Optimization exercise on an open flow, not production practice. RTL: at most simulated, not proved equivalent. Function not checked: run 1. Power: default activity.

--- flow/standard.sh ---
#!/bin/bash
# synth_recipe.tcl (not shown) runs the flow's synth.tcl, then flattens the netlist and writes it again
# the make line also repeats each setting of config.mk as NAME=value (left out here)
make -C /OpenROAD-flow-scripts/flow DESIGN_CONFIG=/design/flow/config.mk WORK_HOME=/design/flow/orfs CLKGATE_MAP_FILE= SYNTH_SCRIPT=/design/flow/synth_recipe.tcl "${@:-finish}"
--- flow/config.mk ---
export PLATFORM = sky130hd
export DESIGN_NAME = sport_frame_decoder
export DESIGN_NICKNAME = sport_frame_decoder
export VERILOG_FILES = /design/flow/design.v
export SDC_FILE = /design/flow/constraint.sdc
export NUM_CORES = 4
export LEC_CHECK = 0
export CAP_MARGIN = 20
export CORE_AREA = 2 2 142 82
export DIE_AREA = 0 0 144 84
export SETUP_SLACK_MARGIN = 3.2
export SLEW_MARGIN = 20
export SYNTH_HIERARCHICAL = 1
--- flow/flow/run.sh ---
#!/bin/bash
# Standard layout, with the pin placement constraints in flow/io.tcl.
set -uo pipefail
bash standard.sh IO_CONSTRAINTS="$PWD/flow/io.tcl" finish > standard.log 2>&1
--- flow/design.v ---
module sport_frame_decoder (
    input  wire        clk,
    input  wire        rst,         
    input  wire        in_valid,
    input  wire [7:0]  in_data,
    output wire        frame_valid,
    output wire [71:0] frame_data,
    output wire        evt_valid,
    output wire [3:0]  evt_kind,
    output wire [31:0] evt_value
);
    localparam [7:0] START     = 8'h7E;
    localparam [7:0] ESC       = 8'h7D;
    localparam [7:0] ESC_XOR   = 8'h20;
    localparam [7:0] DEVICE_ID = 8'h1B;
    localparam [7:0] FRAME_TYPE= 8'h10;
    reg       s_idle, s_pay, s_esc;
    reg [3:0] cur;
    reg       p8, e8;
    reg [63:0] fb;
    reg       acc_q;
    reg [3:0] kind_q;
    wire step   = in_valid && !rst;
    wire is_esc = (in_data == ESC);
    wire wr     = step && (s_esc || (s_pay && !is_esc));
    wire [7:0] wdata = s_esc ? (in_data ^ ESC_XOR) : in_data;
    wire [3:0] cur_next = cur + 4'd1;
    always @(posedge clk) begin
        if (rst) begin
            s_idle <= 1'b1;
            s_pay  <= 1'b0;
            s_esc  <= 1'b0;
            cur    <= 4'd0;
            p8     <= 1'b0;
            e8     <= 1'b0;
        end else if (in_valid) begin
            if (s_idle) begin
                if (in_data == START) begin
                    s_idle <= 1'b0;
                    s_pay  <= 1'b1;
                    cur    <= 4'd0;
                end
            end else if (s_pay) begin
                if (is_esc) begin
                    s_pay <= 1'b0;
                    s_esc <= 1'b1;
                    e8    <= p8;
                    p8    <= 1'b0;
                end else begin
                    cur    <= cur_next;
                    s_idle <= p8;
                    s_pay  <= !p8;
                    p8     <= (cur == 4'd7);
                    e8     <= 1'b0;
                end
            end else if (s_esc) begin
                cur    <= cur_next;
                s_idle <= e8;
                s_esc  <= 1'b0;
                s_pay  <= !e8;
                p8     <= (cur == 4'd7);
                e8     <= 1'b0;
            end
        end
    end
    integer k;
    always @(posedge clk) begin
        for (k = 0; k < 8; k = k + 1)
            if (wr && cur == k)
                fb[8*k +: 8] <= wdata;
    end
    wire [7:0]  device_id    = fb[7:0];
    wire [7:0]  frame_type   = fb[15:8];
    wire [15:0] data_type_id = fb[31:16];
    reg       known;
    reg [3:0] kind;
    always @(*) begin
        known = 1'b1;
        kind  = 4'd0;
        case (data_type_id)
            16'h0600: kind = 4'd0;    
            16'h0800: kind = 4'd1;    
            16'h0210: kind = 4'd2;    
            16'h0910: kind = 4'd3;    
            16'h0200: kind = 4'd4;    
            16'h0840: kind = 4'd5;    
            16'hF101: kind = 4'd6;    
            16'h0400: kind = 4'd7;    
            16'h0410: kind = 4'd8;    
            16'h0100: kind = 4'd9;    
            16'h0820: kind = 4'd10;   
            16'h0420: kind = 4'd11;   
            16'h0830: kind = 4'd12;   
            16'h0430: kind = 4'd13;   
            16'h0440: kind = 4'd14;   
            16'h0110: kind = 4'd15;   
            default:  known = 1'b0;
        endcase
    end
    always @(posedge clk) begin
        acc_q  <= (device_id == DEVICE_ID) && (frame_type == FRAME_TYPE) && known;
        kind_q <= kind;
    end
    localparam integer NA = 102;      
    localparam integer G  = 8;        
    localparam integer ND = (NA + G - 1) / G;
    wire        ep8 = e8 | p8;
    wire [3:0]  kv  = acc_q ? kind_q : 4'd0;
    wire [31:0] vv  = acc_q ? fb[63:32] : 32'd0;
    wire [NA-1:0] src = {vv, kv, acc_q, fb, 1'b1};
    wire [NA-1:0] zn  = ~(ep8 ? src : {NA{1'b0}});
    wire [NA-1:0] a_out;
    wire [ND-1:0] cn;
    genvar g, j;
    generate
        for (g = 0; g < ND; g = g + 1) begin : dec
            sfd_dec u_dec (
                .v(in_valid), .r(rst), .d(in_data), .e8(e8), .cn(cn[g])
            );
        end
        for (j = 0; j < NA; j = j + 1) begin : bitg
            sfd_nor u_bit (.a(cn[j / G]), .b(zn[j]), .y(a_out[j]));
        end
    endgenerate
    wire       ln;
    wire [7:0] dn;
    sfd_decl u_ldec (
        .v(in_valid), .r(rst), .d(in_data), .e8(e8), .ep8(ep8), .cn(ln)
    );
    generate
        for (j = 0; j < 8; j = j + 1) begin : lastg
            if (j == 5) begin : fl
                sfd_xnor u_x (.a(in_data[j]), .b(e8), .y(dn[j]));
            end else begin : pl
                sfd_inv u_i (.a(in_data[j]), .y(dn[j]));
            end
            sfd_nor u_bit (.a(ln), .b(dn[j]), .y(frame_data[64 + j]));
        end
    endgenerate
    assign frame_valid       = a_out[0];
    assign frame_data[63:0]  = a_out[64:1];
    assign evt_valid         = a_out[65];
    assign evt_kind          = a_out[69:66];
    assign evt_value         = a_out[101:70];
endmodule
module sfd_dec (
    input  wire       v,
    input  wire       r,
    input  wire [7:0] d,
    input  wire       e8,
    output wire       cn
);
    assign cn = ~(v & ~r & (e8 | (d != 8'h7D)));
endmodule
module sfd_decl (
    input  wire       v,
    input  wire       r,
    input  wire [7:0] d,
    input  wire       e8,
    input  wire       ep8,
    output wire       cn
);
    assign cn = ~(v & ~r & ep8 & (e8 | (d != 8'h7D)));
endmodule
module sfd_nor (
    input  wire a,
    input  wire b,
    output wire y
);
    assign y = ~(a | b);
endmodule
module sfd_inv (
    input  wire a,
    output wire y
);
    assign y = ~a;
endmodule
module sfd_xnor (
    input  wire a,
    input  wire b,
    output wire y
);
    assign y = ~(a ^ b);
endmodule
--- flow/constraint.sdc ---
create_clock -name core_clock -period 6.0 [get_ports {clk}]
set_input_delay 1.2000 -clock core_clock [delete_from_list [all_inputs] [get_ports {clk}]]
set_output_delay 1.2000 -clock core_clock [all_outputs]
set_load 0.01 [all_outputs]
--- flow/flow/io.tcl ---
# Pin placement: every input and output on the bottom edge, the inputs in
# the middle, so that the same-cycle paths from the inputs to the outputs
# stay short. The clock enters from the top.
set_io_pin_constraint -region bottom:* -pin_names [list {frame_valid} {frame_data[0]} {frame_data[1]} {frame_data[2]} {frame_data[3]} {frame_data[4]} {frame_data[5]} {frame_data[6]} {frame_data[7]} {frame_data[8]} {frame_data[9]} {frame_data[10]} {frame_data[11]} {frame_data[12]} {frame_data[13]} {frame_data[14]} {frame_data[15]} {frame_data[16]} {frame_data[17]} {frame_data[18]} {frame_data[19]} {frame_data[20]} {frame_data[21]} {frame_data[22]} {frame_data[23]} {frame_data[24]} {frame_data[25]} {frame_data[26]} {frame_data[27]} {frame_data[28]} {frame_data[29]} {frame_data[30]} {frame_data[31]} {frame_data[32]} {frame_data[33]} {frame_data[34]} {frame_data[35]} {frame_data[36]} {frame_data[37]} {frame_data[38]} {frame_data[39]} {frame_data[40]} {frame_data[41]} {frame_data[42]} {frame_data[43]} {frame_data[44]} {frame_data[45]} {frame_data[46]} {frame_data[47]} {frame_data[48]} {frame_data[49]} {rst} {in_valid} {in_data[0]} {in_data[1]} {in_data[2]} {in_data[3]} {in_data[4]} {in_data[5]} {in_data[6]} {in_data[7]} {frame_data[64]} {frame_data[65]} {frame_data[66]} {frame_data[67]} {frame_data[68]} {frame_data[69]} {frame_data[70]} {frame_data[71]} {frame_data[50]} {frame_data[51]} {frame_data[52]} {frame_data[53]} {frame_data[54]} {frame_data[55]} {frame_data[56]} {frame_data[57]} {frame_data[58]} {frame_data[59]} {frame_data[60]} {frame_data[61]} {frame_data[62]} {frame_data[63]} {evt_valid} {evt_kind[0]} {evt_kind[1]} {evt_kind[2]} {evt_kind[3]} {evt_value[0]} {evt_value[1]} {evt_value[2]} {evt_value[3]} {evt_value[4]} {evt_value[5]} {evt_value[6]} {evt_value[7]} {evt_value[8]} {evt_value[9]} {evt_value[10]} {evt_value[11]} {evt_value[12]} {evt_value[13]} {evt_value[14]} {evt_value[15]} {evt_value[16]} {evt_value[17]} {evt_value[18]} {evt_value[19]} {evt_value[20]} {evt_value[21]} {evt_value[22]} {evt_value[23]} {evt_value[24]} {evt_value[25]} {evt_value[26]} {evt_value[27]} {evt_value[28]} {evt_value[29]} {evt_value[30]} {evt_value[31]}]
set_io_pin_constraint -group -order -pin_names [list {frame_valid} {frame_data[0]} {frame_data[1]} {frame_data[2]} {frame_data[3]} {frame_data[4]} {frame_data[5]} {frame_data[6]} {frame_data[7]} {frame_data[8]} {frame_data[9]} {frame_data[10]} {frame_data[11]} {frame_data[12]} {frame_data[13]} {frame_data[14]} {frame_data[15]} {frame_data[16]} {frame_data[17]} {frame_data[18]} {frame_data[19]} {frame_data[20]} {frame_data[21]} {frame_data[22]} {frame_data[23]} {frame_data[24]} {frame_data[25]} {frame_data[26]} {frame_data[27]} {frame_data[28]} {frame_data[29]} {frame_data[30]} {frame_data[31]} {frame_data[32]} {frame_data[33]} {frame_data[34]} {frame_data[35]} {frame_data[36]} {frame_data[37]} {frame_data[38]} {frame_data[39]} {frame_data[40]} {frame_data[41]} {frame_data[42]} {frame_data[43]} {frame_data[44]} {frame_data[45]} {frame_data[46]} {frame_data[47]} {frame_data[48]} {frame_data[49]} {rst} {in_valid} {in_data[0]} {in_data[1]} {in_data[2]} {in_data[3]} {in_data[4]} {in_data[5]} {in_data[6]} {in_data[7]} {frame_data[64]} {frame_data[65]} {frame_data[66]} {frame_data[67]} {frame_data[68]} {frame_data[69]} {frame_data[70]} {frame_data[71]} {frame_data[50]} {frame_data[51]} {frame_data[52]} {frame_data[53]} {frame_data[54]} {frame_data[55]} {frame_data[56]} {frame_data[57]} {frame_data[58]} {frame_data[59]} {frame_data[60]} {frame_data[61]} {frame_data[62]} {frame_data[63]} {evt_valid} {evt_kind[0]} {evt_kind[1]} {evt_kind[2]} {evt_kind[3]} {evt_value[0]} {evt_value[1]} {evt_value[2]} {evt_value[3]} {evt_value[4]} {evt_value[5]} {evt_value[6]} {evt_value[7]} {evt_value[8]} {evt_value[9]} {evt_value[10]} {evt_value[11]} {evt_value[12]} {evt_value[13]} {evt_value[14]} {evt_value[15]} {evt_value[16]} {evt_value[17]} {evt_value[18]} {evt_value[19]} {evt_value[20]} {evt_value[21]} {evt_value[22]} {evt_value[23]} {evt_value[24]} {evt_value[25]} {evt_value[26]} {evt_value[27]} {evt_value[28]} {evt_value[29]} {evt_value[30]} {evt_value[31]}]
set_io_pin_constraint -region top:* -pin_names {clk}
==> results of run 1 <==
==> final timing paths <==
check	start	to	slack, ps	depth (start not counted)
setup / recovery	in_data[0]	frame_data[39]	2480	8
hold / removal	cur[0]	cur[0]	530	2
setup reg to reg	fb[18]	acc_q	4020	5
hold reg to reg	cur[0]	cur[0]	530	2
==> tightest hold or removal path, stage by stage, from the launching register on <==
cell                      delay [ps]
sky130_fd_sc_hd__dfxtp_1         350
sky130_fd_sc_hd__nand2_1          70
sky130_fd_sc_hd__o21ai_0          60
==> per-module statistics from Yosys (local to each module, per instance) <==
module,area [um2],times used
sfd_dec,42.54,13
sfd_nor,3.754,110
sport_frame_decoder,3530,1
sfd_xnor,8.758,1
sfd_inv,3.754,7
sfd_decl,43.79,1
==> through the flow <==
stage / worst slack, ps / area (um2) / cells
6_report: 2478 / 8142 / 855
4_1_cts: 2462 / 7422 / 843
2_1_floorplan: 2920 / 4750 / 513
3_5_place_dp: 996.8 / 6121 / 776
5_1_grt: 2453 / 8142 / 855
3_3_place_gp: 989.5 / 6121 / 776
==> flip-flops by register name, indices dropped and copies added, names as in the netlist <==
signal  flops
cur         4
acc_q       1
s_idle      1
e8          1
s_esc       1
p8          1
s_pay       1
fb         64
kind_q      4
==> repair_timing <==
item,CTS,global route
endpoints found under the setup margin,191,174
pin swaps,28,18
setup buffers,46,11
gates cloned,6,1
resized for setup,694,147
==> placed cells by master (no fill, tap or decap), drive strengths merged, types with 2 or more instances in the layout <==
cell | Yosys | final
a211o | 2 | 2
a21oi | 4 | 4
a221oi | 2 | 2
and2 | 9 | 9
buf | 5 | 188
clkbuf | 15 | 10
clkdlybuf4s15 | 0 | 2
clkinvlp | 0 | 3
dfxtp | 14 | 14
edfxtp | 64 | 64
ha | 4 | 4
inv | 30 | 32
nand2 | 79 | 79
nand2b | 19 | 19
nand3 | 47 | 47
nand4 | 9 | 9
nand4bb | 14 | 14
nor2 | 125 | 125
nor3 | 3 | 3
nor3b | 2 | 2
nor4 | 4 | 4
nor4b | 4 | 4
o21a | 2 | 2
o21ai | 5 | 5
o311ai | 13 | 13
or2 | 2 | 2
or3 | 4 | 4
or4 | 2 | 2
xnor2 | 2 | 2
xor2 | 5 | 5
==> layer usage <==
metal	GRT usage, %	vias up	wire (um)
li1	-	2159	-
met1	47.55	2568	8756
met2	53.64	300	10130
met3	8.835	66	1733
met4	14.44	0	1010
met5	0	-	0
==> power breakdown <==
part / switching (mW) / internal, mW
logic: 0.102 / 0.0966
registers: 0.00227 / 0.585
clock network: 0.238 / 0.323
==> cell families (layout without fill, tap and decap cells) <==
logic type | count (synthesis) | after routing | share of synthesized area [%]
buffers and inverters | 50 | 237 | 4.294
AO/OA/AOI/OAI | 41 | 41 | 9.109
adder cells (fa/ha/maj) | 4 | 4 | 1.094
flip-flops | 78 | 78 | 48.14
AND/OR/NAND/NOR | 333 | 333 | 36.02
XOR/XNOR | 7 | 7 | 1.340
==> layout make-up <==
| class | count | area, um2 |
|---|---|---|
| repair buffers | 192 | 2126 |
| well taps | 155 | 193.9 |
| fillers | 735 | 2853 |
| clock inverters | 6 | 70.07 |
| multi-input cells | 385 | 3207 |
| inverters | 30 | 112.6 |
| clock buffers | 9 | 225.2 |
| flip-flops and latches | 78 | 2207 |
==> out/results.txt, run 1 <==
most frequently used flop master after synthesis - sky130_fd_sc_hd__edfxtp_1
most area-consuming cells after synthesis - sky130_fd_sc_hd__edfxtp_1 42%, sky130_fd_sc_hd__nor2_1 10%, sky130_fd_sc_hd__nand2_1 6.5%, sky130_fd_sc_hd__dfxtp_1 6.1%, sky130_fd_sc_hd__nand3_1 5.1%
cell type with the highest aggregate area in the netlist - sky130_fd_sc_hd__edfxtp_1
number of diodes - 0
die area - 12100 um2
Clk Latency, worst-skew pair - 340 ps
overall power after layout - 1.347 mW
most prevalent standard cell on the critical path - sky130_fd_sc_hd__buf_6
required arrival time at the worst endpoint - 4800 ps
top achievable clock speed - 284.0 MHz
number of primary I/O pins - 121
post-synthesis register bit count - 78
max-capacitance violation count - 0
maximum number of pins on one net before global-route repair - 57
critical path capture point type - primary output
kind of launch point of the worst setup path - input pin
wire length of the first global-routing pass - 30480 um
effective utilization at floorplan - 41.61%
TritonCTS clock tree - built
relative slew slack - 31.06%
Tightest Hold Check Type - register to register
number of buffers on the longest clock path - 2
routed length per placed instance - 25.29 um
proportion of synthesized flip-flops having asynchronous set or reset - 0%
area share of the leading cell type in the synthesized netlist - 42.01%
Final nets - 711
synthesized net count - 528
post-synthesis cell type count - 56
std cell rows - 29
CP Cell Sequence - buf_16, buf_12, nand4bb_4, o311ai_4, buf_6, buf_6, nor2_4, buf_6
fin crit period - 3522 ps
setup TNS after final layout - 0 ps
clk slew on worst S/H paths - 60 ps
Worst Path Max Fanout - 7
count of mapped cells out of synthesis - 513
antenna violations before repair - 0
post-synthesis instance area - 4574 um2
outcome - no timing/DRC/antenna violations
sequential element share of the synthesized area - 48.14%
cell with the most instances after synthesis - sky130_fd_sc_hd__nor2_1
clock root buffer - sky130_fd_sc_hd__clkbuf_16
final worst hold slack - 529.1 ps
count of hold buffers inserted by post-cts repair - 0
Area growth syn-to-layout - 77.98%
core area - 10990 um2
top cell family by delay on the critical path - buffers and inverters
Chip Height - 84 um
slew at the pin closest to its max-slew limit - 1031 ps
Warnings, synthesis - 7
Slowest cell on crit path - sky130_fd_sc_hd__o311ai_4
share of final-layout standard cells stronger than drive strength 1 - 50.29%
number of routed nets with antenna violations - 0
DRT Pass-1 Iters - 5
vias in the first global route - 4755
RSZ-0062 raised after global routing - true
number of endpoints with negative hold slack in the final report - 0
Total Wirelength - 21630 um
CTS H-Tree Depth - 3
critical path's largest stage delay - 260 ps
violation count after the first detailed-route iteration - 496
remaining design rule violation count - 0
HPWL after detailed placement - 13050 um
total buffers and inverters traversed by the critical path - 5
Setup CP Type - input pin to primary output
count of flip-flops with a built-in enable after synthesis - 64
TritonCTS Buffers - 9
post-route clock period utilization - 58.69%
total vias in the final route - 5093
max-slew violation total from the final report - 0
most common library cells after synthesis - 125 x sky130_fd_sc_hd__nor2_1, 79 x sky130_fd_sc_hd__nand2_1, 64 x sky130_fd_sc_hd__edfxtp_1, 47 x sky130_fd_sc_hd__nand3_1, 30 x sky130_fd_sc_hd__inv_1
Max IR drop VDD - 126.8 uV
TritonCTS sink count - 78
per-cell via count in the routed design - 5.957
leakage power summed over all cells - 2.871 nW
count of input and output buffers - 120
routability cong. - 1.067
DIE WIDTH - 144 um
clk_skew - 7.325 ps
combined global-route utilization of all metal layers - 35.09%
Post-Syn Area per Cell - 8.917 um2
crit path DAT - 2320 ps
final setup vio count - 0
power density over cell area - 165.4 nW/um2
total overflow reported by the global router - 0
final core utilization - 74.05%
==> inputs of run 2 (changes only) <==
--- a/flow/design.v
+++ b/flow/design.v
@@ -105,6 +105,7 @@
     localparam integer G  = 8;        
     localparam integer ND = (NA + G - 1) / G;
     wire        ep8 = e8 | p8;
+    wire        e8n = ~e8;
     wire [3:0]  kv  = acc_q ? kind_q : 4'd0;
     wire [31:0] vv  = acc_q ? fb[63:32] : 32'd0;
     wire [NA-1:0] src = {vv, kv, acc_q, fb, 1'b1};
@@ -115,26 +116,26 @@
     generate
         for (g = 0; g < ND; g = g + 1) begin : dec
             sfd_dec u_dec (
-                .v(in_valid), .r(rst), .d(in_data), .e8(e8), .cn(cn[g])
+                .v(in_valid), .r(rst), .d(in_data), .e8n(e8n), .cn(cn[g])
             );
         end
         for (j = 0; j < NA; j = j + 1) begin : bitg
-            sfd_nor u_bit (.a(cn[j / G]), .b(zn[j]), .y(a_out[j]));
+            g_nor2 u_bit (.a(cn[j / G]), .b(zn[j]), .y(a_out[j]));
         end
     endgenerate
     wire       ln;
     wire [7:0] dn;
     sfd_decl u_ldec (
-        .v(in_valid), .r(rst), .d(in_data), .e8(e8), .ep8(ep8), .cn(ln)
+        .v(in_valid), .r(rst), .d(in_data), .e8n(e8n), .en(ep8), .cn(ln)
     );
     generate
         for (j = 0; j < 8; j = j + 1) begin : lastg
             if (j == 5) begin : fl
-                sfd_xnor u_x (.a(in_data[j]), .b(e8), .y(dn[j]));
+                g_xnor2 u_x (.a(in_data[j]), .b(e8), .y(dn[j]));
             end else begin : pl
-                sfd_inv u_i (.a(in_data[j]), .y(dn[j]));
+                g_inv u_i (.a(in_data[j]), .y(dn[j]));
             end
-            sfd_nor u_bit (.a(ln), .b(dn[j]), .y(frame_data[64 + j]));
+            g_nor2 u_bit (.a(ln), .b(dn[j]), .y(frame_data[64 + j]));
         end
     endgenerate
     assign frame_valid       = a_out[0];
@@ -147,35 +148,88 @@
     input  wire       v,
     input  wire       r,
     input  wire [7:0] d,
-    input  wire       e8,
+    input  wire       e8n,
     output wire       cn
 );
-    assign cn = ~(v & ~r & (e8 | (d != 8'h7D)));
+    wire nlo, nhi, eqlo, eqhi, m, vr;
+    g_nand4b u_lo  (.an(d[1]), .b(d[0]), .c(d[2]), .d(d[3]), .y(nlo));
+    g_nand4b u_hi  (.an(d[7]), .b(d[4]), .c(d[5]), .d(d[6]), .y(nhi));
+    g_inv    u_ilo (.a(nlo), .y(eqlo));
+    g_inv    u_ihi (.a(nhi), .y(eqhi));
+    g_nand3  u_m   (.a(eqlo), .b(eqhi), .c(e8n), .y(m));
+    g_vr2    u_vr  (.v(v), .r(r), .y(vr));
+    g_nand2  u_cn  (.a(vr), .b(m), .y(cn));
 endmodule
 module sfd_decl (
     input  wire       v,
     input  wire       r,
     input  wire [7:0] d,
-    input  wire       e8,
-    input  wire       ep8,
+    input  wire       e8n,
+    input  wire       en,
     output wire       cn
 );
-    assign cn = ~(v & ~r & ep8 & (e8 | (d != 8'h7D)));
-endmodule
-module sfd_nor (
+    wire nlo, nhi, eqlo, eqhi, m, vr;
+    g_nand4b u_lo  (.an(d[1]), .b(d[0]), .c(d[2]), .d(d[3]), .y(nlo));
+    g_nand4b u_hi  (.an(d[7]), .b(d[4]), .c(d[5]), .d(d[6]), .y(nhi));
+    g_inv    u_ilo (.a(nlo), .y(eqlo));
+    g_inv    u_ihi (.a(nhi), .y(eqhi));
+    g_nand3  u_m   (.a(eqlo), .b(eqhi), .c(e8n), .y(m));
+    g_vr     u_vr  (.v(v), .r(r), .en(en), .y(vr));
+    g_nand2  u_cn  (.a(vr), .b(m), .y(cn));
+endmodule
+module g_vr2 (
+    input  wire v,
+    input  wire r,
+    output wire y
+);
+    assign y = v & ~r;
+endmodule
+module g_vr (
+    input  wire v,
+    input  wire r,
+    input  wire en,
+    output wire y
+);
+    assign y = v & ~r & en;
+endmodule
+module g_nand4b (
+    input  wire an,
+    input  wire b,
+    input  wire c,
+    input  wire d,
+    output wire y
+);
+    assign y = ~(~an & b & c & d);
+endmodule
+module g_nand3 (
+    input  wire a,
+    input  wire b,
+    input  wire c,
+    output wire y
+);
+    assign y = ~(a & b & c);
+endmodule
+module g_nand2 (
+    input  wire a,
+    input  wire b,
+    output wire y
+);
+    assign y = ~(a & b);
+endmodule
+module g_nor2 (
     input  wire a,
     input  wire b,
     output wire y
 );
     assign y = ~(a | b);
 endmodule
-module sfd_inv (
+module g_inv (
     input  wire a,
     output wire y
 );
     assign y = ~a;
 endmodule
-module sfd_xnor (
+module g_xnor2 (
     input  wire a,
     input  wire b,
     output wire y
==> run 2 against run 1 <==
  * Wire length decreased by 3.7%
  * Via count decreased by 2.3%
  * Critical path depth increased by 1
  * Synthesized area increased by 1.5%
  * Maximum frequency increased by 6.5%
  * Sequential cell count unchanged
  * Clock skew increased by 0.51 ps
  * Cell count decreased by 0.12%
  * Worst hold slack improved by 15 ps
  * Synthesized cell count increased by 5.7%
  * Register-to-register slack got worse by 20 ps
  * Utilization decreased by 6.8 points
  * Highest routed layer unchanged
==> out/results.txt, run 2 <==
outcome - no timing/DRC/antenna violations
flip-flop count of the largest register after layout - 64 (unchanged)
critical path capture point type - primary output
commonest cells after routing, fill and taps aside - 78 x sky130_fd_sc_hd__nand2_1, 64 x sky130_fd_sc_hd__edfxtp_1, 64 x sky130_fd_sc_hd__buf_2, 54 x sky130_fd_sc_hd__buf_6, 46 x sky130_fd_sc_hd__nor2_1
number of endpoints with negative hold slack in the final report - 0 (unchanged)
remaining design rule violation count - 0 (unchanged)
routability cong. - 0.9798 (-8.2%)
CP Cell Sequence - buf_16, buf_6, nand4b_1, inv_1, nand3_2, nand2_4, buf_12, nor2_4, buf_6
HPWL after detailed placement - 13070 um (+0.12%)
routed length per placed instance - 24.38 um (-3.6%)
core area - 10990 um2 (unchanged)
Post-Syn Area per Cell - 8.564 um2 (-4.0%)
count of flip-flops with a built-in enable after synthesis - 64 (unchanged)
clock root buffer - sky130_fd_sc_hd__clkbuf_16
top cell family by delay on the critical path - buffers and inverters
most common cell after layout, fill and taps aside - sky130_fd_sc_hd__nand2_1
effective utilization at floorplan - 42.22% (+0.61 points)
Slowest cell on crit path - sky130_fd_sc_hd__buf_12
total buffers and inverters traversed by the critical path - 5 (unchanged)
area used by multi-input combinational logic - 2869 um2 (-11%)
number of diodes - 0 (unchanged)
Post-Layout Cell Count - 854 (-0.12%)
relative slew slack - 26.21% (-4.8 points)
Max IR drop VDD - 137.7 uV (+8.6%)
violation count after the first detailed-route iteration - 544 (+9.7%)
Warnings, synthesis - 7 (unchanged)
number of buffers on the longest clock path - 2 (unchanged)
critical path's largest stage delay - 150 ps (-110 ps)
total placed cells including tap cells - 800 (+3.1%)
TritonCTS Buffers - 9 (unchanged)
slew at the pin closest to its max-slew limit - 1103 ps (+72.49 ps)
fin crit period - 3308 ps (-213.7 ps)
most prevalent standard cell on the critical path - sky130_fd_sc_hd__buf_6
total vias in the final route - 4977 (-2.3%)
cell area after layout - 7398 um2 (-9.1%)
vias in the first global route - 4457 (-6.3%)
area share of the leading cell type in the synthesized netlist - 41.40% (-0.61 points)
combined global-route utilization of all metal layers - 34.40% (-0.69 points)
synthesized net count - 557 (+5.5%)
antenna violations before repair - 0 (unchanged)
required arrival time at the worst endpoint - 4800 ps (about the same)
Tightest Hold Check Type - register to register
die area - 12100 um2 (unchanged)
Area growth syn-to-layout - 59.38%
Final nets - 709 (-0.28%)
final core utilization - 67.29% (-6.8 points)
CTS H-Tree Depth - 3 (unchanged)
post-synthesis cell type count - 53 (-5.4%)
per-cell via count in the routed design - 5.828 (-2.2%)
cell type with the highest aggregate area in the netlist - sky130_fd_sc_hd__edfxtp_1
DIE WIDTH - 144 um (unchanged)
crit path DAT - 2110 ps (-210 ps)
TritonCTS sink count - 78 (unchanged)
proportion of synthesized flip-flops having asynchronous set or reset - 0% (unchanged)
register with the highest flop count - fb
setup TNS after final layout - 0 ps (unchanged)
post-route clock period utilization - 55.13% (-3.6 points)
max-slew violation total from the final report - 0 (unchanged)
number of primary I/O pins - 121 (unchanged)
most common library cells after synthesis - 125 x sky130_fd_sc_hd__nor2_1, 92 x sky130_fd_sc_hd__nand2_1, 64 x sky130_fd_sc_hd__edfxtp_1, 48 x sky130_fd_sc_hd__nand3_1, 46 x sky130_fd_sc_hd__inv_1
cell with the most instances after synthesis - sky130_fd_sc_hd__nor2_1
RSZ-0062 raised after global routing - true
Regs by FF count - fb (64), cur (4), kind_q (4)
TritonCTS clock tree - built
clk slew on worst S/H paths - 60 ps (about the same)
Chip Height - 84 um (unchanged)
most area-consuming cells after synthesis - sky130_fd_sc_hd__edfxtp_1 41%, sky130_fd_sc_hd__nor2_1 10%, sky130_fd_sc_hd__nand2_1 7.4%, sky130_fd_sc_hd__dfxtp_1 6.0%, sky130_fd_sc_hd__nand4b_1 5.5%
Layout fillers - 884 (+20%)
number of routed nets with antenna violations - 0 (unchanged)
kind of launch point of the worst setup path - input pin
instance area at placement - 6011 um2 (-1.8%)
share of final-layout standard cells stronger than drive strength 1 - 45.35% (-4.9 points)
post-synthesis register bit count - 78 (unchanged)
clk_skew - 7.834 ps (+0.5090 ps)
leakage power summed over all cells - 2.792 nW (-2.8%)
power density over cell area - 170.9 nW/um2 (+3.3%)
most frequently used flop master after synthesis - sky130_fd_sc_hd__edfxtp_1
maximum number of pins on one net before global-route repair - 34 (-40%)
post-synthesis instance area - 4642 um2 (+1.5%)
sequential element share of the synthesized area - 47.44% (-0.70 points)
DRT Pass-1 Iters - 5 (unchanged)
final setup vio count - 0 (unchanged)
Worst Path Max Fanout - 7 (unchanged)
Clk Latency, worst-skew pair - 340 ps (about the same)
count of mapped cells out of synthesis - 542 (+5.7%)
wire length of the first global-routing pass - 29970 um (-1.7%)
Setup CP Type - input pin to primary output
count of input and output buffers - 120 (unchanged)
register area - 2205 um2 (-0.11%)
std cell rows - 29 (unchanged)
total overflow reported by the global router - 0 (unchanged)
top achievable clock speed - 302.3 MHz (+6.5%)
Total Wirelength - 20820 um (-3.7%)
max-capacitance violation count - 0 (unchanged)
[run 2: changes by cell type after synthesis]
cell / before / now
sky130_fd_sc_hd__inv_1: 30 / 46
sky130_fd_sc_hd__nand2_1: 79 / 92
sky130_fd_sc_hd__nand2b_1: 19 / 6
sky130_fd_sc_hd__nand3_1: 47 / 48
sky130_fd_sc_hd__nand3b_1: 1 / 0
sky130_fd_sc_hd__nand4b_1: 1 / 29
sky130_fd_sc_hd__nand4bb_1: 14 / 0
sky130_fd_sc_hd__nor2b_4: 0 / 13
sky130_fd_sc_hd__o311ai_2: 13 / 0
sky130_fd_sc_hd__o31ai_2: 1 / 0
[run 2: layout make-up]
cell class / count / share of cell area, %
clock buffer: 9 / 3.044
clock inverter: 7 / 0.7441
inverter: 46 / 2.385
multi-input combinational: 400 / 38.78
sequential: 78 / 29.80
tap: 155 / 2.621
timing repair buffer: 159 / 22.63
[run 2: worst reg2reg max path, delay by kind of cell, from the launching register on]
kind	cells	cell delay, ps
simple gates	3	1200
compound gates	2	270
flops	1	470
[run 2: modules after synthesis (local to each module, per instance), excerpt]
module,copies in the design,flops+latches,cells,area [um2]
g_vr2,13,0,1,13.76
g_nand4b,28,0,1,8.758
sport_frame_decoder,1,78,326,3533
g_nor2,110,0,1,3.754
g_vr,1,0,1,8.758
g_xnor2,1,0,1,8.758
g_inv,35,0,1,3.754
g_nand2,14,0,1,3.754
g_nand3,14,0,1,5.005
[run 2: cell families (layout without fill, tap and decap cells)]
group | count (synthesis) | count (layout) | share of synthesized area [%]
simple gates | 360 | 362 | 40.48
flops | 78 | 78 | 47.44
xor+xnor | 7 | 7 | 1.321
buf+inv | 66 | 221 | 5.525
compound gates | 27 | 27 | 4.151
fa+ha+maj | 4 | 4 | 1.078
[run 2: power breakdown]
| group | internal [mW] | switching [mW] | leakage (nW) | total (mW) |
|---|---|---|---|---|
| sequential | 0.586 | 0.00216 | 0.689 | 0.588 |
| combinational | 0.0721 | 0.0794 | 1.97 | 0.151 |
| clock | 0.285 | 0.240 | 0.133 | 0.525 |
| total | 0.942 | 0.322 | 2.79 | 1.26 |
[run 2: stage by stage]
stage | hold WS (ps) | setup slack, ps | total power [mW]
after global routing | 583.5 | 2652 | 1.293
after CTS | 545.3 | 2696 | 1.244
after floorplan | 470.5 | 3120 | 0.6325
final | 544.0 | 2692 | 1.264
after global placement | 506.7 | 1170 | 0.6754
after detailed placement | 512.8 | 1113 | 0.6764
[run 2: routing by layer]
| layer | up-vias | GRT usage, % | wire, um |
|---|---|---|---|
| met5 | - | 0 | 0 |
| met4 | 0 | 11.85 | 782 |
| met3 | 50 | 9.065 | 1856 |
| met2 | 260 | 50.78 | 9630 |
| met1 | 2507 | 48.80 | 8549 |
| li1 | 2160 | - | - |
[run 2: what timing repair did]
action / 4_1_cts / 5_1_grt
setup buffers: 20 / 7
endpoints found under the hold margin: 0 / 0
pin swaps: 54 / 44
hold buffers: 0 / 0
setup endpoints to repair: 191 / 174
resized for setup: 655 / 141
gates cloned: 11 / 0
[run 2: worst paths after layout]
check	start	slack, ps	cells after the start	to
worst max-delay path	in_data[3]	2690	9	frame_data[10]
worst max register to register	fb[18]	4000	5	acc_q
worst min-delay path	cur[0]	540	2	cur[0]
worst min register to register	cur[0]	540	2	cur[0]
==> inputs of run 3 (changes only) <==
--- a/flow/design.v
+++ b/flow/design.v
@@ -63,15 +63,13 @@
             end
         end
     end
-    integer k;
     always @(posedge clk) begin
-        for (k = 0; k < 8; k = k + 1)
-            if (wr && cur == k)
-                fb[8*k +: 8] <= wdata;
-    end
-    wire [7:0]  device_id    = fb[7:0];
-    wire [7:0]  frame_type   = fb[15:8];
-    wire [15:0] data_type_id = fb[31:16];
+        if (wr)
+            fb <= {wdata, fb[63:8]};
+    end
+    wire [7:0]  device_id    = fb[15:8];
+    wire [7:0]  frame_type   = fb[23:16];
+    wire [15:0] data_type_id = fb[39:24];
     reg       known;
     reg [3:0] kind;
     always @(*) begin
@@ -98,8 +96,10 @@
         endcase
     end
     always @(posedge clk) begin
-        acc_q  <= (device_id == DEVICE_ID) && (frame_type == FRAME_TYPE) && known;
-        kind_q <= kind;
+        if (wr && cur == 4'd7) begin
+            acc_q  <= (device_id == DEVICE_ID) && (frame_type == FRAME_TYPE) && known;
+            kind_q <= kind;
+        end
     end
     localparam integer NA = 102;      
     localparam integer G  = 8;        
==> run 3 against run 2 <==
  * Maximum frequency down 1.3%
  * Still clean
  * Largest power group is now clock
  * Sequential share of layout area decreased by 3.5 points
  * Highest routed layer unchanged
  * Largest cell class unchanged
  * Count of clock-buffer cells in the layout unchanged
==> out/results.txt, run 3 <==
Slowest cell on crit path - sky130_fd_sc_hd__nand4b_1
DRT Pass-1 Iters - 6 (+1)
std cell rows - 29 (unchanged)
proportion of synthesized flip-flops having asynchronous set or reset - 0% (unchanged)
count of mapped cells out of synthesis - 528 (-2.6%)
number of primary I/O pins - 121 (unchanged)
kind of launch point of the worst setup path - input pin
Total Wirelength - 21210 um (+1.9%)
Clk Latency, worst-skew pair - 340 ps (about the same)
Chip Height - 84 um (unchanged)
combined global-route utilization of all metal layers - 34.84% (+0.44 points)
Final nets - 736 (+3.8%)
RSZ-0062 raised after global routing - true
area share of the leading cell type in the synthesized netlist - 44.72% (+3.3 points)
core area - 10990 um2 (unchanged)
number of diodes - 0 (unchanged)
count of input and output buffers - 120 (unchanged)
flip-flop count of the largest register after layout - 64 (unchanged)
slew at the pin closest to its max-slew limit - 658.2 ps (-444.9 ps)
most common library cells after synthesis - 124 x sky130_fd_sc_hd__nor2_1, 100 x sky130_fd_sc_hd__nand2_1, 69 x sky130_fd_sc_hd__edfxtp_1, 44 x sky130_fd_sc_hd__nand3_1, 43 x sky130_fd_sc_hd__inv_1
Post-Syn Area per Cell - 8.775 um2 (+2.5%)
required arrival time at the worst endpoint - 4800 ps (about the same)
synthesized net count - 540 (-3.1%)
final worst hold slack - 487.4 ps (-56.60 ps)
sequential element share of the synthesized area - 48.61% (+1.2 points)
cell type with the highest aggregate area in the netlist - sky130_fd_sc_hd__edfxtp_1
Regs by FF count - fb (64), cur (4), kind_q (4)
total placed cells including tap cells - 786 (-1.8%)
TritonCTS sink count - 78 (unchanged)
power density over cell area - 161.8 nW/um2 (-5.3%)
wire length of the first global-routing pass - 30620 um (+2.1%)
commonest cells after routing, fill and taps aside - 160 x sky130_fd_sc_hd__buf_6, 89 x sky130_fd_sc_hd__nor2_4, 86 x sky130_fd_sc_hd__nand2_1, 69 x sky130_fd_sc_hd__edfxtp_1, 30 x sky130_fd_sc_hd__nand3_1
TritonCTS Buffers - 9 (unchanged)
clock root buffer - sky130_fd_sc_hd__clkbuf_16
final core utilization - 77.90% (+11 points)
clk slew on worst S/H paths - 60 ps (about the same)
outcome - no timing/DRC/antenna violations
relative slew slack - 56.01% (+30 points)
register area - 2253 um2 (+2.2%)
post-synthesis register bit count - 78 (unchanged)
HPWL after detailed placement - 12930 um (-1.0%)
top achievable clock speed - 298.5 MHz (-1.3%)
effective utilization at floorplan - 42.14% (-0.080 points)
critical path's largest stage delay - 160 ps (about the same)
Setup CP Type - input pin to primary output
Post-Layout Cell Count - 883 (+3.4%)
fin worst setup slack - 2650 ps (-42.15 ps)
area used by multi-input combinational logic - 3233 um2 (+13%)
register with the highest flop count - fb
total buffers and inverters traversed by the critical path - 4 (-1)
setup slack at placement - 1356 ps (+243.8 ps)
routability cong. - 1.002 (+2.3%)
Max IR drop VDD - 166.6 uV (+21%)
routed length per placed instance - 24.02 um (-1.5%)
setup TNS after final layout - 0 ps (unchanged)
clk_skew - 9.832 ps (+1.998 ps)
CTS H-Tree Depth - 3 (unchanged)
critical path capture point type - primary output
count of flip-flops with a built-in enable after synthesis - 69 (+7.8%)
fin crit period - 3350 ps (+42.15 ps)
number of buffers on the longest clock path - 2 (unchanged)
maximum number of pins on one net before global-route repair - 65 (+91%)
remaining design rule violation count - 0 (unchanged)
count of hold buffers inserted by post-cts repair - 0 (unchanged)
most area-consuming cells after synthesis - sky130_fd_sc_hd__edfxtp_1 45%, sky130_fd_sc_hd__nor2_1 10%, sky130_fd_sc_hd__nand2_1 8.1%, sky130_fd_sc_hd__nand4b_1 5.5%, sky130_fd_sc_hd__nand3_1 4.8%
violation count after the first detailed-route iteration - 486 (-11%)
CP Cell Sequence - buf_8, nand4b_1, inv_2, nand3_4, nand2_8, buf_4, nor2_4, buf_2
vias in the first global route - 4781 (+7.3%)
max-slew violation total from the final report - 0 (unchanged)
total vias in the final route - 5101 (+2.5%)
antenna violations before repair - 0 (unchanged)
Area growth syn-to-layout - 84.85%
Worst Path Max Fanout - 18 (+11)
crit path DAT - 2150 ps (+40 ps)
number of endpoints with negative hold slack in the final report - 0 (unchanged)
Tightest Hold Check Type - register to register
final setup vio count - 0 (unchanged)
max-capacitance violation count - 0 (unchanged)
Layout fillers - 674 (-24%)
leakage power summed over all cells - 3.014 nW (+7.9%)
top cell family by delay on the critical path - buffers and inverters
Warnings, synthesis - 7 (unchanged)
die area - 12100 um2 (unchanged)
total overflow reported by the global router - 0 (unchanged)
cell with the most instances after synthesis - sky130_fd_sc_hd__nor2_1
DIE WIDTH - 144 um (unchanged)
post-route clock period utilization - 55.84% (+0.70 points)
TritonCTS clock tree - built
per-cell via count in the routed design - 5.777 (-0.87%)
number of routed nets with antenna violations - 0 (unchanged)
share of final-layout standard cells stronger than drive strength 1 - 55.49% (+10 points)
most frequently used flop master after synthesis - sky130_fd_sc_hd__edfxtp_1
post-synthesis cell type count - 58 (+9.4%)
post-synthesis instance area - 4633 um2 (-0.19%)
most common cell after layout, fill and taps aside - sky130_fd_sc_hd__buf_6
-- run 3: worst paths after layout --
path | start | endpoint | slack (ps) | cells past startpoint
max | in_data[3] | evt_kind[2] | 2650 | 8
min | fb[8] | fb[0] | 490 | 0
max reg2reg | fb[34] | acc_q | 4080 | 4
min reg2reg | fb[8] | fb[0] | 490 | 0
-- run 3: worst reg2reg max path, delay by kind of cell, from the launching register on --
kind            cells  cell delay, ps
simple gates        2             820
flops               1             660
compound gates      2             270
-- run 3: logic make-up after synthesis --
logic type                 share of synthesized area (%)
AOI/OAI and AO/OA                                  4.267
DFF                                                48.61
and+or+nand+nor                                    39.35
xor gates and xnor gates                           1.323
buffers and inverters                              5.968
adders and majority gates                         0.2700
muxes                                             0.2160
-- run 3: Yosys stat by module (local to each module, per instance), a selection --
module | area (um2) | times used | flip-flops and latches | cells
sport_frame_decoder | 3525 | 1 | 78 | 312
g_vr2 | 13.76 | 13 | 0 | 1
g_nand4b | 8.758 | 28 | 0 | 1
g_vr | 8.758 | 1 | 0 | 1
g_xnor2 | 8.758 | 1 | 0 | 1
g_nand3 | 5.005 | 14 | 0 | 1
g_inv | 3.754 | 35 | 0 | 1
g_nand2 | 3.754 | 14 | 0 | 1
g_nor2 | 3.754 | 110 | 0 | 1
-- run 3: power by group --
part / leakage [nW] / switching (mW) / internal, mW
registers: 0.682 / 0.000456 / 0.583
logic: 2.17 / 0.0867 / 0.0910
clock network: 0.161 / 0.221 / 0.404
-- run 3: cell type report --
cell class	instances	area share (%)
clock buffers	9	2.630
flip-flops and latches	78	26.31
repair buffers	204	27.82
well taps	155	2.264
inverters	43	1.928
clock inverters	6	1.300
multi-input cells	388	37.75
-- run 3: repair_timing --
item                       CTS  global route
hold endpoints to repair     0             0
resized for setup          731            53
setup endpoints to repair  188           155
pin swaps                   32            20
buffers inserted            74             1
gates cloned                 7             0
-- run 3: through the flow --
step | area (um2) | power, mW
6_report | 8564 | 1.386
5_1_grt | 8564 | 1.414
4_1_cts | 8342 | 1.379
3_5_place_dp | 6731 | 0.6796
3_3_place_gp | 6731 | 0.6782
2_1_floorplan | 5441 | 0.6452
-- run 3: metal layers --
| layer | vias to the layer above | wire length [um] | global-route usage [%] |
|---|---|---|---|
| li1 | 2205 | - | - |
| met3 | 62 | 1812 | 8.147 |
| met5 | - | 0 | 0 |
| met4 | 0 | 936 | 12.30 |
| met1 | 2531 | 8089 | 45.62 |
| met2 | 303 | 10370 | 56.54 |
==> inputs of run 4 (changes only) <==
--- a/flow/config.mk
+++ b/flow/config.mk
@@ -8,6 +8,7 @@
 export CAP_MARGIN = 20
 export CORE_AREA = 2 2 142 82
 export DIE_AREA = 0 0 144 84
+export PLACE_DENSITY = 0.85
 export SETUP_SLACK_MARGIN = 3.2
 export SLEW_MARGIN = 20
 export SYNTH_HIERARCHICAL = 1
==> run 4 against run 3 <==
  * Maximum frequency down 1.5%
  * Clock power down 9.8%
  * Combinational power up 5%
  * Register-to-register slack worse by 40 ps
  * Sequential power about the same
  * Largest cell class unchanged
  * Largest power group is now registers
==> out/results.txt, run 4 <==
outcome - no timing/DRC/antenna violations
DRT Pass-1 Iters - 6 (unchanged)
HPWL after detailed placement - 12250 um (-5.3%)
top achievable clock speed - 294.0 MHz (-1.5%)
Critical Path End - frame_data[23]
worst reg2reg endpoint - acc_q
crit path DAT - 2200 ps (+50 ps)
total placed cells including tap cells - 786 (unchanged)
flip-flop count of the largest register after layout - 64 (unchanged)
Warnings, synthesis - 7 (unchanged)
clock network fraction of design power - 42.3% (-2.8 points)
number of buffers on the longest clock path - 2 (unchanged)
leakage power summed over all cells - 3.070 nW (+1.8%)
critical path capture point type - primary output
most area-consuming cells after synthesis - sky130_fd_sc_hd__edfxtp_1 45%, sky130_fd_sc_hd__nor2_1 10%, sky130_fd_sc_hd__nand2_1 8.1%, sky130_fd_sc_hd__nand4b_1 5.5%, sky130_fd_sc_hd__nand3_1 4.8%
switching fraction of total power - 25.03% (+2.8 points)
net load switching power - 0.3340 mW (+8.4%)
clock root buffer - sky130_fd_sc_hd__clkbuf_16
TritonCTS Buffers - 9 (unchanged)
Post-Syn Area per Cell - 8.775 um2 (unchanged)
slew at the pin closest to its max-slew limit - 757.8 ps (+99.60 ps)
proportion of synthesized flip-flops having asynchronous set or reset - 0% (unchanged)
post-route clock period utilization - 56.68% (+0.85 points)
final worst hold slack - 498.7 ps (+11.28 ps)
RSZ-0062 raised after global routing - true
number of endpoints with negative hold slack in the final report - 0 (unchanged)
post-synthesis register bit count - 78 (unchanged)
fin crit period - 3401 ps (+50.77 ps)
count of input and output buffers - 120 (unchanged)
Reg2Reg Launch Point - fb[34]
cell type with the highest aggregate area in the netlist - sky130_fd_sc_hd__edfxtp_1
violation count after the first detailed-route iteration - 666 (+37%)
Max IR drop VDD - 142.0 uV (-15%)
power density over cell area - 154.4 nW/um2 (-4.6%)
instance area at placement - 6731 um2 (unchanged)
effective utilization at floorplan - 42.14% (unchanged)
Regs by FF count - fb (64), cur (4), kind_q (4)
Clk Latency, worst-skew pair - 360 ps (+20 ps)
share of final-layout standard cells stronger than drive strength 1 - 55.60% (+0.11 points)
overall power after layout - 1.335 mW (-3.7%)
maximum number of pins on one net before global-route repair - 65 (unchanged)
routed length per placed instance - 27.01 um (+12%)
antenna violations before repair - 0 (unchanged)
Worst Path Max Fanout - 7 (-11)
Tightest Hold Check Type - register to register
clk slew on worst S/H paths - 60 ps (about the same)
sequential share of power - 43.7% (+1.6 points)
CTS H-Tree Depth - 3 (unchanged)
Int Power - 1.000 mW (-7.2%)
std cell rows - 29 (unchanged)
register with the highest flop count - fb
vias in the first global route - 5286 (+11%)
cell with the most instances after synthesis - sky130_fd_sc_hd__nor2_1
number of routed nets with antenna violations - 0 (unchanged)
DIE WIDTH - 144 um (unchanged)
max-slew violation total from the final report - 0 (unchanged)
core area - 10990 um2 (unchanged)
commonest cells after routing, fill and taps aside - 159 x sky130_fd_sc_hd__buf_6, 95 x sky130_fd_sc_hd__nor2_4, 86 x sky130_fd_sc_hd__nand2_1, 69 x sky130_fd_sc_hd__edfxtp_1, 33 x sky130_fd_sc_hd__inv_1
Chip Height - 84 um (unchanged)
total overflow reported by the global router - 0 (unchanged)
R2R depth - 4 (unchanged)
clk_skew - 14.40 ps (+4.569 ps)
required arrival time at the worst endpoint - 4800 ps (about the same)
most common cell after layout, fill and taps aside - sky130_fd_sc_hd__buf_6
source of the critical timing path - in_data[7]
sequential element share of the synthesized area - 48.61% (unchanged)
most common library cells after synthesis - 124 x sky130_fd_sc_hd__nor2_1, 100 x sky130_fd_sc_hd__nand2_1, 69 x sky130_fd_sc_hd__edfxtp_1, 44 x sky130_fd_sc_hd__nand3_1, 43 x sky130_fd_sc_hd__inv_1
cell area after layout - 8641 um2 (+0.89%)
die area - 12100 um2 (unchanged)
most frequently used flop master after synthesis - sky130_fd_sc_hd__edfxtp_1
count of flip-flops with a built-in enable after synthesis - 69 (unchanged)
TritonCTS sink count - 78 (unchanged)
Area growth syn-to-layout - 86.50%
wire length of the first global-routing pass - 32780 um (+7.1%)
relative slew slack - 49.35% (-6.7 points)
number of primary I/O pins - 121 (unchanged)
Post-Layout Cell Count - 896 (+1.5%)
Final nets - 748 (+1.6%)
setup TNS after final layout - 0 ps (unchanged)
area share of the leading cell type in the synthesized netlist - 44.72% (unchanged)
post-synthesis instance area - 4633 um2 (unchanged)
setup slack at placement - 1456 ps (+99.46 ps)
TritonCTS clock tree - built
kind of launch point of the worst setup path - input pin
combined global-route utilization of all metal layers - 37.26% (+2.4 points)
per-cell via count in the routed design - 6.294 (+8.9%)
routability cong. - 1.020 (+1.8%)
Setup CP Type - input pin to primary output
count of mapped cells out of synthesis - 528 (unchanged)
max-capacitance violation count - 0 (unchanged)
final setup vio count - 0 (unchanged)
total vias in the final route - 5639 (+11%)
number of diodes - 0 (unchanged)
post-synthesis cell type count - 58 (unchanged)
final core utilization - 78.59% (+0.69 points)
Total Wirelength - 24200 um (+14%)
r2r setup slk - 4040 ps (-40 ps)
remaining design rule violation count - 0 (unchanged)
combinational fraction of design power - 14.0% (+1.2 points)
fin worst setup slack - 2599 ps (-50.77 ps)
synthesized net count - 540 (unchanged)
run 4: cell families after synthesis:
kind of cell	synth area share (%)
AO/OA/AOI/OAI	4.267
XOR/XNOR	1.323
adder cells (fa/ha/maj)	0.2700
buffers and inverters	5.968
flip-flops	48.61
multiplexers	0.2160
AND/OR/NAND/NOR	39.35
run 4: per-layer routing:
| layer | up-vias | wire length (um) | track usage (%) | part of all wire (%) |
|---|---|---|---|---|
| met2 | 497 | 11350 | 60.30 | 47 |
| met4 | 0 | 2008 | 18.89 | 8.3 |
| met1 | 2755 | 8278 | 44.66 | 34 |
| met3 | 162 | 2570 | 11.82 | 11 |
| met5 | - | 0 | 0 | 0 |
| li1 | 2225 | - | - | - |
run 4: worst max-delay path: stages:
cell,delay [ps]
sky130_fd_sc_hd__buf_12,120
sky130_fd_sc_hd__nand4b_1,250
sky130_fd_sc_hd__inv_2,120
sky130_fd_sc_hd__nand3_4,100
sky130_fd_sc_hd__nand2_8,120
sky130_fd_sc_hd__buf_6,120
sky130_fd_sc_hd__nor2_2,30
sky130_fd_sc_hd__buf_2,140
run 4: repair_timing:
item,4_1_cts,5_1_grt
gates resized for setup,732,50
cloned,8,0
endpoints found under the setup margin,188,174
pin swaps,37,22
hold buffers,0,0
buffers inserted,76,10
run 4: worst min path at each step:
stage,from,end,slack (ps),depth (start not counted)
2_1_floorplan,fb[33],fb[25],430,0
3_3_place_gp,fb[52],fb[44],470,0
3_5_place_dp,fb[11],fb[3],470,0
4_1_cts,fb[62],fb[54],490,0
5_1_grt,fb[57],fb[49],510,0
6_report,fb[50],fb[42],500,0
run 4: final cells by class:
type                    instances  area (um2)
inverters                      43       165.2
multi-input cells             390        3256
flip-flops and latches         78        2255
well taps                     155       193.9
clock inverters                 7       72.57
repair buffers                214        2474
fillers                       566        2354
clock buffers                   9       225.2
run 4: power by group through the flow:
stage	logic, mW	clock network (mW)	registers, mW
final	0.187	0.564	0.583
after global routing	0.190	0.582	0.583
after CTS	0.165	0.558	0.583
after detailed placement	0.0812	0	0.595
after global placement	0.0789	0	0.595
after floorplan	0.0503	0	0.595
run 4: per-module statistics from Yosys (local to each module, per instance), excerpt:
module	times used	area [um2]	cells inside	flip-flops and latches
g_inv	35	3.754	1	0
g_nand2	14	3.754	1	0
g_nand3	14	5.005	1	0
g_nand4b	28	8.758	1	0
g_nor2	110	3.754	1	0
g_vr	1	8.758	1	0
g_vr2	13	13.76	1	0
g_xnor2	1	8.758	1	0
sport_frame_decoder	1	3525	312	78
==> inputs of run 5 (changes only) <==
--- a/flow/design.v
+++ b/flow/design.v
@@ -102,7 +102,7 @@
         end
     end
     localparam integer NA = 102;      
-    localparam integer G  = 8;        
+    localparam integer G  = 4;        
     localparam integer ND = (NA + G - 1) / G;
     wire        ep8 = e8 | p8;
     wire        e8n = ~e8;
@@ -123,10 +123,13 @@
             g_nor2 u_bit (.a(cn[j / G]), .b(zn[j]), .y(a_out[j]));
         end
     endgenerate
-    wire       ln;
+    wire [1:0] ln;
     wire [7:0] dn;
-    sfd_decl u_ldec (
-        .v(in_valid), .r(rst), .d(in_data), .e8n(e8n), .en(ep8), .cn(ln)
+    sfd_decl u_ldec0 (
+        .v(in_valid), .r(rst), .d(in_data), .e8n(e8n), .en(ep8), .cn(ln[0])
+    );
+    sfd_decl u_ldec1 (
+        .v(in_valid), .r(rst), .d(in_data), .e8n(e8n), .en(ep8), .cn(ln[1])
     );
     generate
         for (j = 0; j < 8; j = j + 1) begin : lastg
@@ -135,7 +138,7 @@
             end else begin : pl
                 g_inv u_i (.a(in_data[j]), .y(dn[j]));
             end
-            g_nor2 u_bit (.a(ln), .b(dn[j]), .y(frame_data[64 + j]));
+            g_nor2 u_bit (.a(ln[j / 4]), .b(dn[j]), .y(frame_data[64 + j]));
         end
     endgenerate
     assign frame_valid       = a_out[0];
--- a/flow/config.mk
+++ b/flow/config.mk
@@ -8,7 +8,6 @@
 export CAP_MARGIN = 20
 export CORE_AREA = 2 2 142 82
 export DIE_AREA = 0 0 144 84
-export PLACE_DENSITY = 0.85
 export SETUP_SLACK_MARGIN = 3.2
 export SLEW_MARGIN = 20
 export SYNTH_HIERARCHICAL = 1
==> run 5 against run 4 <==
  * Count of clock-buffer cells in the layout unchanged
  * Setup slack gained 130 ps
  * Wire length rose by 2.0%
  * Utilization is 2.5 points lower
  * Sequential cell count did not move
  * Critical path depth is 1 lower
  * First-iteration DRC count is 27% higher
  * Sequential share of layout area grew 0.87 points
  * Synthesized area grew 14%
  * Register-to-register slack better by 100 ps
  * Synthesized cell count is 19% higher
  * Clock skew is 4.6 ps lower
  * Critical path type unchanged
  * Largest cell class unchanged
  * Largest power group unchanged
==> out/results.txt, run 5 <==
remaining design rule violation count - 0 (unchanged)
r2r setup slk - 4140 ps (+100 ps)
std cell rows - 29 (unchanged)
vias in the first global route - 5359 (+1.4%)
routability cong. - 0.9650 (-5.4%)
most common library cells after synthesis - 124 x sky130_fd_sc_hd__nor2_1, 114 x sky130_fd_sc_hd__nand2_1, 71 x sky130_fd_sc_hd__inv_1, 69 x sky130_fd_sc_hd__edfxtp_1, 58 x sky130_fd_sc_hd__nand3_1
count of flip-flops with a built-in enable after synthesis - 69 (unchanged)
Warnings, synthesis - 7 (unchanged)
startpoint of the tightest hold check path - fb[20]
Reg2Reg Launch Point - fb[36]
wire length of the first global-routing pass - 33500 um (+2.2%)
count of hold buffers inserted by post-cts repair - 0 (unchanged)
count of input and output buffers - 120 (unchanged)
max-slew violation total from the final report - 0 (unchanged)
per-cell via count in the routed design - 6.228 (-1.0%)
XOR/XNOR Fraction of Synth Area - 1.158% (-0.17 points)
flip-flop count of the largest register after layout - 64 (unchanged)
violation count after the first detailed-route iteration - 846 (+27%)
leakage power summed over all cells - 3.266 nW (+6.4%)
total overflow reported by the global router - 0 (unchanged)
clk slew on worst S/H paths - 60 ps (about the same)
clock root buffer - sky130_fd_sc_hd__clkbuf_16
fin crit period - 3275 ps (-125.5 ps)
clk_skew - 9.825 ps (-4.576 ps)
slew at the pin closest to its max-slew limit - 634.4 ps (-123.3 ps)
DRT Pass-1 Iters - 6 (unchanged)
capture endpoint of the worst hold path - fb[12]
setup slack at placement - 1135 ps (-320.7 ps)
TritonCTS clock tree - built
Worst Path Max Fanout - 7 (unchanged)
final setup vio count - 0 (unchanged)
required arrival time at the worst endpoint - 4800 ps (about the same)
count of mapped cells out of synthesis - 626 (+19%)
effective utilization at floorplan - 48.15% (+6.0 points)
maximum number of pins on one net before global-route repair - 65 (unchanged)
worst reg2reg endpoint - acc_q
synthesized-area fraction occupied by and/or/nand/nor cells - 44.93% (+5.6 points)
critical path capture point type - primary output
number of buffers on the longest clock path - 2 (unchanged)
post-synthesis cell type count - 58 (unchanged)
Total Wirelength - 24690 um (+2.0%)
TritonCTS Buffers - 9 (unchanged)
antenna violations before repair - 1 (+1)
Tightest Hold Check Type - register to register
fin worst setup slack - 2725 ps (+125.5 ps)
area share of the leading cell type in the synthesized netlist - 39.14% (-5.6 points)
post-synthesis register bit count - 78 (unchanged)
combined global-route utilization of all metal layers - 38.15% (+0.89 points)
instance count along the most critical hold path - 0 (unchanged)
final worst hold slack - 497.7 ps (-0.9230 ps)
RSZ-0062 raised after global routing - true
most frequently used flop master after synthesis - sky130_fd_sc_hd__edfxtp_1
number of primary I/O pins - 121 (unchanged)
power density over cell area - 156.9 nW/um2 (+1.6%)
routed length per placed instance - 26.15 um (-3.2%)
outcome - no timing/DRC/antenna violations
synthesized net count - 638 (+18%)
die area - 12100 um2 (unchanged)
HPWL after detailed placement - 13880 um (+13%)
Chip Height - 84 um (unchanged)
Max IR drop VDD - 167.2 uV (+18%)
setup TNS after final layout - 0 ps (unchanged)
post-synthesis instance area - 5294 um2 (+14%)
DIE WIDTH - 144 um (unchanged)
overall power after layout - 1.312 mW (-1.7%)
kind of launch point of the worst setup path - input pin
max-capacitance violation count - 0 (unchanged)
cell type with the highest aggregate area in the netlist - sky130_fd_sc_hd__edfxtp_1
Post-Syn Area per Cell - 8.457 um2 (-3.6%)
cell with the most instances after synthesis - sky130_fd_sc_hd__nor2_1
Final nets - 794 (+6.1%)
number of routed nets with antenna violations - 0 (unchanged)
adder and majority cell fraction of the synthesized area - 0.2364% (-0.034 points)
sequential element share of the synthesized area - 42.54% (-6.1 points)
Area growth syn-to-layout - 57.93%
number of endpoints with negative hold slack in the final report - 0 (unchanged)
proportion of synthesized flip-flops having asynchronous set or reset - 0% (unchanged)
CTS H-Tree Depth - 3 (unchanged)
crit path DAT - 2080 ps (-120 ps)
relative slew slack - 57.70% (+8.4 points)
main combinational cell family by area after synthesis - simple AND/OR/NAND/NOR gates
post-route clock period utilization - 54.59% (-2.1 points)
share of final-layout standard cells stronger than drive strength 1 - 49.17% (-6.4 points)
register with the highest flop count - fb
mux share of post-synthesis cell area - 0.1891% (-0.027 points)
R2R depth - 5 (+1)
synthesized-area fraction occupied by ao, oa, aoi and oai cells - 3.734% (-0.53 points)
commonest cells after routing, fill and taps aside - 86 x sky130_fd_sc_hd__nand2_1, 77 x sky130_fd_sc_hd__nor2_2, 69 x sky130_fd_sc_hd__inv_1, 69 x sky130_fd_sc_hd__edfxtp_1, 65 x sky130_fd_sc_hd__buf_2
Regs by FF count - fb (64), cur (4), kind_q (4)
Clk Latency, worst-skew pair - 350 ps (about the same)
final core utilization - 76.04% (-2.5 points)
TritonCTS sink count - 78 (unchanged)
most area-consuming cells after synthesis - sky130_fd_sc_hd__edfxtp_1 39%, sky130_fd_sc_hd__nand4b_1 9.4%, sky130_fd_sc_hd__nor2_1 8.8%, sky130_fd_sc_hd__nand2_1 8.1%, sky130_fd_sc_hd__nor2b_4 6.8%
most common cell after layout, fill and taps aside - sky130_fd_sc_hd__nand2_1
total vias in the final route - 5879 (+4.3%)
Setup CP Type - input pin to primary output
core area - 10990 um2 (unchanged)
top achievable clock speed - 305.3 MHz (+3.8%)
## run 5: area by class of cell
type	instances	area [um2]
diodes	2	5.005
clock buffers	9	225.2
clock inverters	7	56.30
fillers	763	2634
inverters	71	270.3
multi-input cells	460	3483
flip-flops and latches	78	2255
well taps	155	193.9
repair buffers	161	1864
repair inverters	1	7.507
## run 5: modules after synthesis (local to each module, per instance), excerpt
module	cells	area (um2)	times used	flops+latches
g_xnor2	1	8.758	1	0
g_nor2	1	3.754	110	0
sport_frame_decoder	312	3525	1	78
g_nand4b	1	8.758	56	0
g_inv	1	3.754	63	0
g_nand2	1	3.754	28	0
g_vr	1	8.758	2	0
g_vr2	1	13.76	26	0
g_nand3	1	5.005	28	0
## run 5: stage by stage
stage / area [um2] / cells
5_1_grt: 8356 / 942
6_report: 8361 / 944
3_5_place_dp: 7002 / 890
2_1_floorplan: 5682 / 626
3_3_place_gp: 7017 / 890
4_1_cts: 7824 / 935
## run 5: worst max path at each step
stage               start             end  slack, ps
2_1_floorplan  in_data[2]           fb[0]       2350
3_3_place_gp   in_data[5]     evt_kind[2]       1150
3_5_place_dp   in_data[3]  frame_data[16]       1140
4_1_cts          in_valid  frame_data[25]       2770
5_1_grt          in_valid    evt_value[1]       2710
6_report         in_valid  frame_data[31]       2720
## run 5: what timing repair did
action | in CTS | in global routing
cloned | 15 | 5
pin swaps | 44 | 38
buffers inserted | 14 | 2
resized for setup | 621 | 76
endpoints found under the setup margin | 188 | 174
endpoints found under the hold margin | 0 | 0
## run 5: logic make-up (layout without fill, tap and decap cells)
family          count (synthesis)  in the layout
simple gates                  423            425
other cells                     0              2
buf+inv                        90            249
mux                             1              1
compound gates                 26             26
flops                          78             78
fa+ha+maj                       1              1
xor+xnor                        7              7
## run 5: layer usage
layer / global-route usage (%) / part of all wire [%]
met1: 50.40 / 36
met4: 20.59 / 6.9
met2: 56.54 / 45
met3: 10.84 / 12
met5: 0 / 0
## run 5: where the power goes
part           switching, mW  internal [mW]  total (mW)
Clock                  0.239          0.285       0.525
Sequential          0.000449          0.583       0.583
Combinational          0.103          0.100       0.204
## run 5: critical path, stage by stage
cell and delay (ps):
sky130_fd_sc_hd__buf_12 120, sky130_fd_sc_hd__buf_12 110, sky130_fd_sc_hd__buf_16 130, sky130_fd_sc_hd__nor2b_4 180
sky130_fd_sc_hd__nand2_4 90, sky130_fd_sc_hd__nor2_2 120, sky130_fd_sc_hd__buf_6 130
==> inputs of run 6 (changes only) <==
==> flow/flow/run.sh (replaced) <==
#!/bin/bash
# Standard layout, with the pin placement constraints in flow/io.tcl; setup
# repair may size, swap pins, clone and remove buffers, but does not insert
# new buffers (SETUP_MOVE_SEQUENCE).
set -uo pipefail
bash standard.sh IO_CONSTRAINTS="$PWD/flow/io.tcl" SETUP_MOVE_SEQUENCE=unbuffer,sizeup,swap,clone finish > standard.log 2>&1
==> run 6 against run 5 <==
  * Sequential power hardly changed
  * Sequential share of layout area is 0.36 points higher
  * Largest power group unchanged
  * Count of clock-buffer cells in the layout stayed put
==> out/results.txt, run 6 <==
number of primary I/O pins - 121 (unchanged)
outcome - no timing/DRC/antenna violations
most frequently used flop master after synthesis - sky130_fd_sc_hd__edfxtp_1
max-capacitance violation count - 0 (unchanged)
Post-Layout Cell Count - 929 (-1.6%)
synthesized net count - 638 (unchanged)
total placed cells including tap cells - 890 (unchanged)
top cell family by delay on the critical path - simple AND/OR/NAND/NOR gates
Slowest cell on crit path - sky130_fd_sc_hd__nand4b_1
Setup CP Type - input pin to primary output
fin worst setup slack - 2726 ps (+1.420 ps)
number of diodes - 0 (-2)
CTS H-Tree Depth - 3 (unchanged)
most area-consuming cells after synthesis - sky130_fd_sc_hd__edfxtp_1 39%, sky130_fd_sc_hd__nand4b_1 9.4%, sky130_fd_sc_hd__nor2_1 8.8%, sky130_fd_sc_hd__nand2_1 8.1%, sky130_fd_sc_hd__nor2b_4 6.8%
area share of the leading cell type in the synthesized netlist - 39.14% (unchanged)
CP Cell Sequence - buf_16, nand4b_1, inv_2, nand3_4, nand2_4, nor2_2, buf_2
proportion of synthesized flip-flops having asynchronous set or reset - 0% (unchanged)
count of hold buffers inserted by post-cts repair - 0 (unchanged)
total buffers and inverters traversed by the critical path - 3 (-1)
max-slew violation total from the final report - 0 (unchanged)
cell type with the highest aggregate area in the netlist - sky130_fd_sc_hd__edfxtp_1
crit path DAT - 2070 ps (about the same)
number of routed nets with antenna violations - 0 (unchanged)
clk slew on worst S/H paths - 70 ps (about the same)
clk_skew - 6.809 ps (-3.016 ps)
post-synthesis instance area - 5294 um2 (unchanged)
std cell rows - 29 (unchanged)
setup TNS after final layout - 0 ps (unchanged)
most common library cells after synthesis - 124 x sky130_fd_sc_hd__nor2_1, 114 x sky130_fd_sc_hd__nand2_1, 71 x sky130_fd_sc_hd__inv_1, 69 x sky130_fd_sc_hd__edfxtp_1, 58 x sky130_fd_sc_hd__nand3_1
number of endpoints with negative hold slack in the final report - 0 (unchanged)
Area growth syn-to-layout - 56.04%
register with the highest flop count - fb
most common cell after layout, fill and taps aside - sky130_fd_sc_hd__nand2_1
remaining design rule violation count - 0 (unchanged)
core area - 10990 um2 (unchanged)
routed length per placed instance - 25.84 um (-1.2%)
HPWL after detailed placement - 13880 um (unchanged)
routability cong. - 0.9650 (unchanged)
Post-Syn Area per Cell - 8.457 um2 (unchanged)
TritonCTS sink count - 78 (unchanged)
combined global-route utilization of all metal layers - 37.22% (-0.93 points)
sequential element share of the synthesized area - 42.54% (unchanged)
setup slack at placement - 1135 ps (unchanged)
violation count after the first detailed-route iteration - 825 (-2.5%)
slew at the pin closest to its max-slew limit - 807.4 ps (+173.0 ps)
maximum number of pins on one net before global-route repair - 65 (unchanged)
DRT Pass-1 Iters - 6 (unchanged)
Max IR drop VDD - 166.4 uV (-0.44%)
vias in the first global route - 5249 (-2.1%)
run 6: final timing paths:
| check | start | to | slack (ps) | cells after the start |
|---|---|---|---|---|
| worst max-delay path | in_data[1] | evt_value[11] | 2730 | 7 |
| worst min-delay path | fb[11] | fb[3] | 500 | 0 |
| worst max register to register | fb[36] | acc_q | 4140 | 5 |
| worst min register to register | fb[11] | fb[3] | 500 | 0 |
run 6: where the power goes:
group | internal [mW] | switching [mW] | total (mW)
sequential | 0.582 | 0.000444 | 0.583
clock | 0.285 | 0.241 | 0.526
combinational | 0.0901 | 0.0984 | 0.189
run 6: timing repair:
item                       in CTS  in global routing
buffers inserted                0                  0
pin swaps                      51                 56
setup endpoints to repair     188                174
resized for setup             630                 91
cloned                         14                  9
run 6: final cells by class:
type	instances	area [um2]
inverter	71	270.3
tap	155	193.9
multi-input combinational	461	3553
timing repair buffer	145	1682
clock inverter	7	56.30
fill	789	2734
sequential	78	2257
clock buffer	9	225.2
timing repair inverter	3	22.52
run 6: kinds of logic after synthesis:
logic type      synth area share, %
xor+xnor                      1.158
compound gates                3.735
buf+inv                       7.209
flops                         42.54
fa+ha+maj                    0.2363
simple gates                  44.93
mux                          0.1891
run 6: modules after synthesis (local to each module, per instance), excerpt:
module,area (um2),flip-flops and latches,copies in the design,cells
g_vr2,13.76,0,26,1
g_vr,8.758,0,2,1
g_inv,3.754,0,63,1
g_xnor2,8.758,0,1,1
g_nand3,5.005,0,28,1
g_nand2,3.754,0,28,1
sport_frame_decoder,3525,78,1,312
g_nor2,3.754,0,110,1
g_nand4b,8.758,0,56,1
run 6: layer usage:
metal  part of all wire (%)  vias up  track usage, %  routed length, um
met4                    7.5        0           21.12               1796
met3                     12      135           7.573               2910
met1                     36     2815           51.12               8623
met2                     44      473           54.63              10680
li1                       -     2447               -                  -
met5                      0        -               0                  0
run 6: metrics by stage:
stage                     utilization (%)  instance area (um2)  power [mW]
after detailed placement            63.69                 7002      0.7049
after global placement              63.82                 7017      0.7044
after floorplan                         -                 5682      0.6520
after CTS                           69.76                 7670       1.270
after global routing                75.13                 8260       1.322
final                               75.13                 8260       1.298
